Source: an optimization exercise on an open RTL-to-GDS flow (aim: small area). Production flows keep margins and buffers that such runs may drop. In this exercise RTL edits were held to simulation tests only and were not proved equivalent to the original. The flow treats the clock pin as an ideal source, which a real chip does not have. No activity file was given, so power comes from the tool's default toggle rates.

Setup of v6:
==> flow/design.v <==
module ffm_sensor_link (
    input  wire        clk,
    input  wire        rst,
    input  wire        rx_valid,
    input  wire [7:0]  rx_data,
    output wire        adc_req,
    output wire [1:0]  adc_chan,
    input  wire        adc_valid,
    input  wire [11:0] adc_data,
    output wire        tx_valid,
    output wire [7:0]  tx_data,
    input  wire        tx_ready
);
    localparam [2:0] IDLE = 3'd0;    
    localparam [2:0] ADC  = 3'd1;    
    localparam [2:0] UW   = 3'd2;    
    localparam [2:0] UR   = 3'd3;    
    localparam [2:0] BW   = 3'd4;    
    localparam [2:0] BR   = 3'd5;    
    localparam [2:0] TX   = 3'd6;    
    localparam [1:0] OP_P = 2'd0, OP_T = 2'd1, OP_V = 2'd2, OP_X = 2'd3;
    reg [2:0]  st;
    reg [4:0]  ph;       
    reg        lap2;     
    reg [1:0]  op;       
    reg        s;        
    reg [2:0]  bp;       
    reg [18:0] a0, a1;   
    reg        sd0, sd1; 
    reg [11:0] tr;       
    reg        ca, cb;   
    reg        c1;
    reg        e1, e2, c2;
    reg        f1, f2, c3;
    reg        g1, g2, g3, da, db;
    wire in_ur = (st == UR);
    wire in_br = (st == BR);
    wire is_v = op[1];
    wire is_p = ~op[1] & ~op[0];
    wire vlo  = (bp == 3'd2);
    wire vhi  = (bp == 3'd3);
    wire cklo = (bp == 3'd6);
    wire comp = is_v & (vlo | vhi | cklo);
    wire last = is_p ? (bp == 3'd3) : is_v ? (bp == 3'd7) : (bp == 3'd5);
    wire [7:0] ckhi  = {6'b111111, ~(ca & cb), ~(ca ^ cb)};
    reg  [7:0] cbyte;
    always @(*) begin
        case (bp)
            3'd0: cbyte = is_p ? 8'h04 : (is_v & s) ? 8'h08 : 8'h06;
            3'd1: cbyte = {2'b10, op, 2'b00, s, ~s};
            3'd2: cbyte = is_p ? {6'b011110, ~s, s} : {6'b000000, s, 1'b1};
            3'd3: cbyte = is_p ? ckhi : {5'b00000, s, ~s, 1'b0};
            3'd4: cbyte = is_v ? 8'h00 : {5'b01100, ~s, 1'b0, ~s};
            3'd5: cbyte = is_v ? 8'h00 : ckhi;
            default: cbyte = ckhi;
        endcase
    end
    assign adc_req  = (st == ADC);
    assign adc_chan = {s, ~s};
    assign tx_valid = (st == TX);
    assign tx_data  = comp ? tr[11:4] : cbyte;
    wire lo12 = (ph < 5'd12);
    wire g0   = ~lap2 & lo12;                                     
    wire g5   = ~lap2 & (ph >= 5'd5) & (ph <= 5'd16);             
    wire w1   = ~lap2 & (ph >= 5'd10) & (ph <= 5'd17);            
    wire w2   = lap2 ? (ph <= 5'd6) : (ph == 5'd18);              
    wire a_0 = s ? a1[0] : a0[0];
    wire a_2 = s ? a1[2] : a0[2];
    wire a_7 = s ? a1[7] : a0[7];
    wire sd  = s ? sd1 : sd0;
    wire run = in_br & comp;
    wire x0  = run & g0 & a_7;           
    wire x5  = run & g5 & a_2;           
    wire z   = x0 ^ x5 ^ c1;
    wire y   = z ^ e2 ^ c2;
    wire w   = y ^ f2 ^ c3;
    wire k5  = lap2 | (ph == 5'd12) | (ph == 5'd13);
    wire q2  = s ? g1 : k5;
    wire q8  = s & g3;
    wire q1  = w ^ q2 ^ da;
    wire v   = q1 ^ q8 ^ db;
    wire kcb = s ? (lap2 & ~ph[0])
                 : (~lap2 | (~ph[2] & ~ph[1]) | (ph[2] & ~ph[0]));
    wire ge7  = (ph >= 5'd7);
    wire u_sh = sd ? lo12 : ge7;
    wire sx   = in_ur ? (sd & a_0) : tr[4];
    wire sy   = in_ur ? ~(sd & lo12 & a_7) : v;
    wire sz   = in_ur ? (u_sh & tr[0]) : kcb;
    wire s1   = sx ^ sy ^ ca;
    wire so   = s1 ^ sz ^ cb;
    wire ca_n = (sx & sy) | (sx & ca) | (sy & ca);
    wire cb_n = (s1 & sz) | (s1 & cb) | (sz & cb);
    wire sh_v = run & (w1 | w2);
    wire sin  = (cklo & w2) ? ~so : v;
    always @(posedge clk) begin
        ph <= (ph == 5'd18) ? 5'd0 : ph + 5'd1;
        c1 <= (x0 & x5) | (x0 & c1) | (x5 & c1);
        e1 <= z; e2 <= e1; c2 <= (z & e2) | (z & c2) | (e2 & c2);
        f1 <= y; f2 <= f1; c3 <= (y & f2) | (y & c3) | (f2 & c3);
        g1 <= w; g2 <= g1; g3 <= g2;
        da <= (w & q2) | (w & da) | (q2 & da);
        db <= (q1 & q8) | (q1 & db) | (q8 & db);
        lap2 <= in_br & (lap2 | (ph == 5'd18));
        a0 <= {(in_ur & ~s) ? so : a0[0], a0[18:1]};
        a1 <= {(in_ur &  s) ? so : a1[0], a1[18:1]};
        if (st == IDLE) begin
            ca <= 1'b0;
            cb <= 1'b0;
        end else if (st == UW) begin
            ca <= 1'b1;
            cb <= 1'b0;
        end else if (in_ur || (run && cklo)) begin
            ca <= (in_ur | w2) & ca_n;
            cb <= (in_ur | w2) & cb_n;
        end
        if (st == ADC && adc_valid)
            tr <= adc_data;
        else if ((in_ur && u_sh) || sh_v)
            tr <= {sin, tr[11:1]};
        if (rst) begin
            st  <= IDLE;
            ph  <= 5'd0;
            bp  <= 3'd0;
            sd0 <= 1'b0;
            sd1 <= 1'b0;
        end else begin
            case (st)
                IDLE: if (rx_valid) begin
                    case (bp[1:0])
                        2'd0: if (rx_data == 8'h04) bp <= 3'd1;
                        2'd1: begin
                            bp <= 3'd2;
                            s  <= rx_data[1];
                            if ((rx_data[3:0] == 4'd1 || rx_data[3:0] == 4'd2) &&
                                (rx_data[7:4] == 4'h8 || rx_data[7:4] == 4'h9 || rx_data[7:4] == 4'hA))
                                op <= rx_data[5:4];
                            else
                                op <= OP_X;
                        end
                        2'd2: begin
                            bp <= 3'd3;
                            if (rx_data != {2'b01, ~op, 2'b10, ~s, s})
                                op <= OP_X;
                        end
                        default: begin
                            bp <= 3'd0;
                            if (rx_data == 8'hFF && op != OP_X)
                                st <= (op == OP_V) ? ADC : TX;
                        end
                    endcase
                end
                ADC: if (adc_valid) st <= UW;
                UW: if (ph == 5'd18) st <= UR;
                UR: if (ph == 5'd18) begin
                    st <= TX;
                    if (s) sd1 <= 1'b1; else sd0 <= 1'b1;
                end
                BW: if (!comp) st <= TX;
                else if (ph == 5'd18) st <= BR;
                BR: if (vlo ? (!lap2 && ph == 5'd17) : (lap2 && ph == 5'd6))
                    st <= TX;
                TX: if (tx_ready) begin
                    if (last) begin
                        st <= IDLE;
                        bp <= 3'd0;
                    end else begin
                        bp <= {bp[2:1], bp[0]} + 3'd1 | {1'b0, is_v & ~s & vhi, 1'b0};
                        st <= BW;
                    end
                end
                default: st <= IDLE;
            endcase
        end
    end
endmodule
clock: 20.0 ns
lec_check: 0
cap_margin: 20
core_margin: 2
core_utilization: 70
slew_margin: 20
standard.sh (not shown) runs the stock make flow with config.mk's settings and CLKGATE_MAP_FILE= SYNTH_SCRIPT=/design/flow/synth_recipe.tcl, a recipe that flattens the netlist after the stock synthesis.
==> flow/flow/run.sh <==
#!/bin/bash
# Own flow: the standard layout (standard.sh), with these changes:
#  - synthesis (flow/synth.tcl) is the standard synthesis except for the
#    ABC mapping step, which tries the area-oriented scripts flow/*.abc and
#    keeps the smallest result, and ORFS's adder extraction is off; the
#    registers are mapped exactly as in the standard synthesis;
#  - port buffers are sky130_fd_sc_hd__buf_1 instead of the default pick;
#  - the clock tree is built from sky130_fd_sc_hd__clkbuf_4 without dummy
#    loads; flow/post_cts.tcl then swaps any clkbuf_4 that drives 12 or more
#    clock pins for a clkbuf_8 (clock-pin slew).
# make's full output goes to flow_make.log in the work folder; ORFS's
# per-step logs stay under orfs/logs/.
set -euo pipefail
W=$(pwd)
export FLOW_WORK="$W"
bash standard.sh \
  SYNTH_SCRIPT="$W/flow/synth.tcl" \
  ADDER_MAP_FILE= \
  "BUFFER_PORTS_ARGS=-buffer_cell sky130_fd_sc_hd__buf_1" \
  "CTS_ARGS=-sink_clustering_enable -repair_clock_nets -buf_list sky130_fd_sc_hd__clkbuf_4 -dont_use_dummy_load" \
  "POST_CTS_TCL=$W/flow/post_cts.tcl" \
  finish > "$W/flow_make.log" 2>&1
Other scripts of this flow, unchanged in this note and not shown: flow/flow/amap.abc, flow/flow/deep.abc, flow/flow/deep_s1.abc, flow/flow/deep_s2.abc, flow/flow/deepnf.abc, flow/flow/nf.abc, flow/flow/post_cts.tcl, flow/flow/synth.tcl
v6 ran to completion and came out clean on the timing, DRC and antenna checks.
Modified inputs, v7 compared to v6
--- a/flow/design.v
+++ b/flow/design.v
@@ -28,29 +28,29 @@
     reg [18:0] a0, a1;   
     reg        sd0, sd1; 
     reg [11:0] tr;       
     reg        ca, cb;   
+    reg        bw;       
     reg        c1;
     reg        e1, e2, c2;
     reg        f1, f2, c3;
     reg        g1, g2, g3, da, db;
     wire in_ur = (st == UR);
     wire in_br = (st == BR);
-    wire is_v = op[1];
-    wire is_p = ~op[1] & ~op[0];
+    wire is_v = (op == OP_V);
     wire vlo  = (bp == 3'd2);
     wire vhi  = (bp == 3'd3);
     wire cklo = (bp == 3'd6);
     wire comp = is_v & (vlo | vhi | cklo);
-    wire last = is_p ? (bp == 3'd3) : is_v ? (bp == 3'd7) : (bp == 3'd5);
+    wire last = (op == OP_P) ? (bp == 3'd3) : is_v ? (bp == 3'd7) : (bp == 3'd5);
     wire [7:0] ckhi  = {6'b111111, ~(ca & cb), ~(ca ^ cb)};
     reg  [7:0] cbyte;
     always @(*) begin
         case (bp)
-            3'd0: cbyte = is_p ? 8'h04 : (is_v & s) ? 8'h08 : 8'h06;
+            3'd0: cbyte = (op == OP_P) ? 8'h04 : (is_v & s) ? 8'h08 : 8'h06;
             3'd1: cbyte = {2'b10, op, 2'b00, s, ~s};
-            3'd2: cbyte = is_p ? {6'b011110, ~s, s} : {6'b000000, s, 1'b1};
-            3'd3: cbyte = is_p ? ckhi : {5'b00000, s, ~s, 1'b0};
+            3'd2: cbyte = (op == OP_P) ? {6'b011110, ~s, s} : {6'b000000, s, 1'b1};
+            3'd3: cbyte = (op == OP_P) ? ckhi : {5'b00000, s, ~s, 1'b0};
             3'd4: cbyte = is_v ? 8'h00 : {5'b01100, ~s, 1'b0, ~s};
             3'd5: cbyte = is_v ? 8'h00 : ckhi;
             default: cbyte = ckhi;
         endcase
@@ -73,13 +73,13 @@
     wire x5  = run & g5 & a_2;           
     wire z   = x0 ^ x5 ^ c1;
     wire y   = z ^ e2 ^ c2;
     wire w   = y ^ f2 ^ c3;
-    wire k5  = lap2 | (ph == 5'd12) | (ph == 5'd13);
-    wire q2  = s ? g1 : k5;
-    wire q8  = s & g3;
-    wire q1  = w ^ q2 ^ da;
-    wire v   = q1 ^ q8 ^ db;
+    wire q1  = w ^ g1 ^ da;
+    wire q   = q1 ^ g3 ^ db;
+    wire p   = s ? q : w;
+    wire kb  = ~s & ~lap2 & ((ph == 5'd12) | (ph >= 5'd14));
+    wire v   = p ^ kb ^ bw;
     wire kcb = s ? (lap2 & ~ph[0])
                  : (~lap2 | (~ph[2] & ~ph[1]) | (ph[2] & ~ph[0]));
     wire ge7  = (ph >= 5'd7);
     wire u_sh = sd ? lo12 : ge7;
@@ -89,19 +89,19 @@
     wire s1   = sx ^ sy ^ ca;
     wire so   = s1 ^ sz ^ cb;
     wire ca_n = (sx & sy) | (sx & ca) | (sy & ca);
     wire cb_n = (s1 & sz) | (s1 & cb) | (sz & cb);
-    wire sh_v = run & (w1 | w2);
+    wire sh_v = run & ((w1 & ~vhi) | (w2 & ~vlo));
     wire sin  = (cklo & w2) ? ~so : v;
     always @(posedge clk) begin
         ph <= (ph == 5'd18) ? 5'd0 : ph + 5'd1;
         c1 <= (x0 & x5) | (x0 & c1) | (x5 & c1);
         e1 <= z; e2 <= e1; c2 <= (z & e2) | (z & c2) | (e2 & c2);
         f1 <= y; f2 <= f1; c3 <= (y & f2) | (y & c3) | (f2 & c3);
         g1 <= w; g2 <= g1; g3 <= g2;
-        da <= (w & q2) | (w & da) | (q2 & da);
-        db <= (q1 & q8) | (q1 & db) | (q8 & db);
-        lap2 <= in_br & (lap2 | (ph == 5'd18));
+        da <= (w & g1) | (w & da) | (g1 & da);
+        db <= (q1 & g3) | (q1 & db) | (g3 & db);
+        bw <= (in_br & (lap2 | (ph >= 5'd10))) ? ((~p & (kb | bw)) | (kb & bw)) : 1'b0;
         a0 <= {(in_ur & ~s) ? so : a0[0], a0[18:1]};
         a1 <= {(in_ur &  s) ? so : a1[0], a1[18:1]};
         if (st == IDLE) begin
             ca <= 1'b0;
@@ -155,11 +155,17 @@
                     st <= TX;
                     if (s) sd1 <= 1'b1; else sd0 <= 1'b1;
                 end
                 BW: if (!comp) st <= TX;
-                else if (ph == 5'd18) st <= BR;
-                BR: if (vlo ? (!lap2 && ph == 5'd17) : (lap2 && ph == 5'd6))
-                    st <= TX;
+                else if (ph == 5'd18) begin
+                    st <= BR;
+                    lap2 <= 1'b0;
+                end
+                BR: begin
+                    if (ph == 5'd18) lap2 <= 1'b1;
+                    if (vlo ? (!lap2 && ph == 5'd17) : (lap2 && ph == 5'd6))
+                        st <= TX;
+                end
                 TX: if (tx_ready) begin
                     if (last) begin
                         st <= IDLE;
                         bp <= 3'd0;
==> comparison <==
Per the final summary, v7 finished and its layout is clean on timing, DRC and antenna.
Re fmax: v7 is about 2.2% down on v6.
Compared v7 vs v6, and distinct cell type count of the synthesized netlist is down in v7.
[compare] base=v6 new=v7: count of inverters other than clock inverters in the layout picked up an extra 4, power drawn by the sequential cells picked up an extra about 4%, total power picked up an extra 5.7%, worst setup margin lost 0.15 ns.
Looking at register share of total power, v7 sits 0.9 points lower than v6 does.
Comparing v6 and v7, count of cell instances traversed by the critical path is lower on v7.
Of v6 and v7, the run reporting the higher worst setup skew after layout was v7.
Between v6 and v7, number of sinks driven by the clock tree is higher for v7, v6 comes in under that.
Comparing v6 and v7, the lower post-synthesis share of cell area spent on and, or, nand and nor gates was measured on v6.
v6 vs v7, launching element of the worst setup path: bp[1]$_SDFFE_PP0P_ vs s$_DFFE_PP_

[static timing again, ports no longer ideal]
The results above use ideal ports. As a check the final layouts listed here were re-extracted and re-timed, cells and wires unchanged. Step 1 sets driving cells, clkbuf_16 on the clock port and buf_2 on the other inputs (assumed; they add their load-dependent delay and slew). Step 2 also shifts input and output timing later by t, the mid clock arrival at the registers, as if the neighbouring blocks saw the same clock. Slacks: ideal / step 1 / step 2; pairs: ideal / step 1.
run	shift t [ns]	setup WS [ns]	worst setup path at the end	worst slew at a driven data input, ns
v6	0.428	13.320 / 13.295 / 13.724	register to output	0.04
v7	0.433	13.170 / 13.142 / 13.575	register to output	0.03
After both steps every run listed still meets setup and hold.
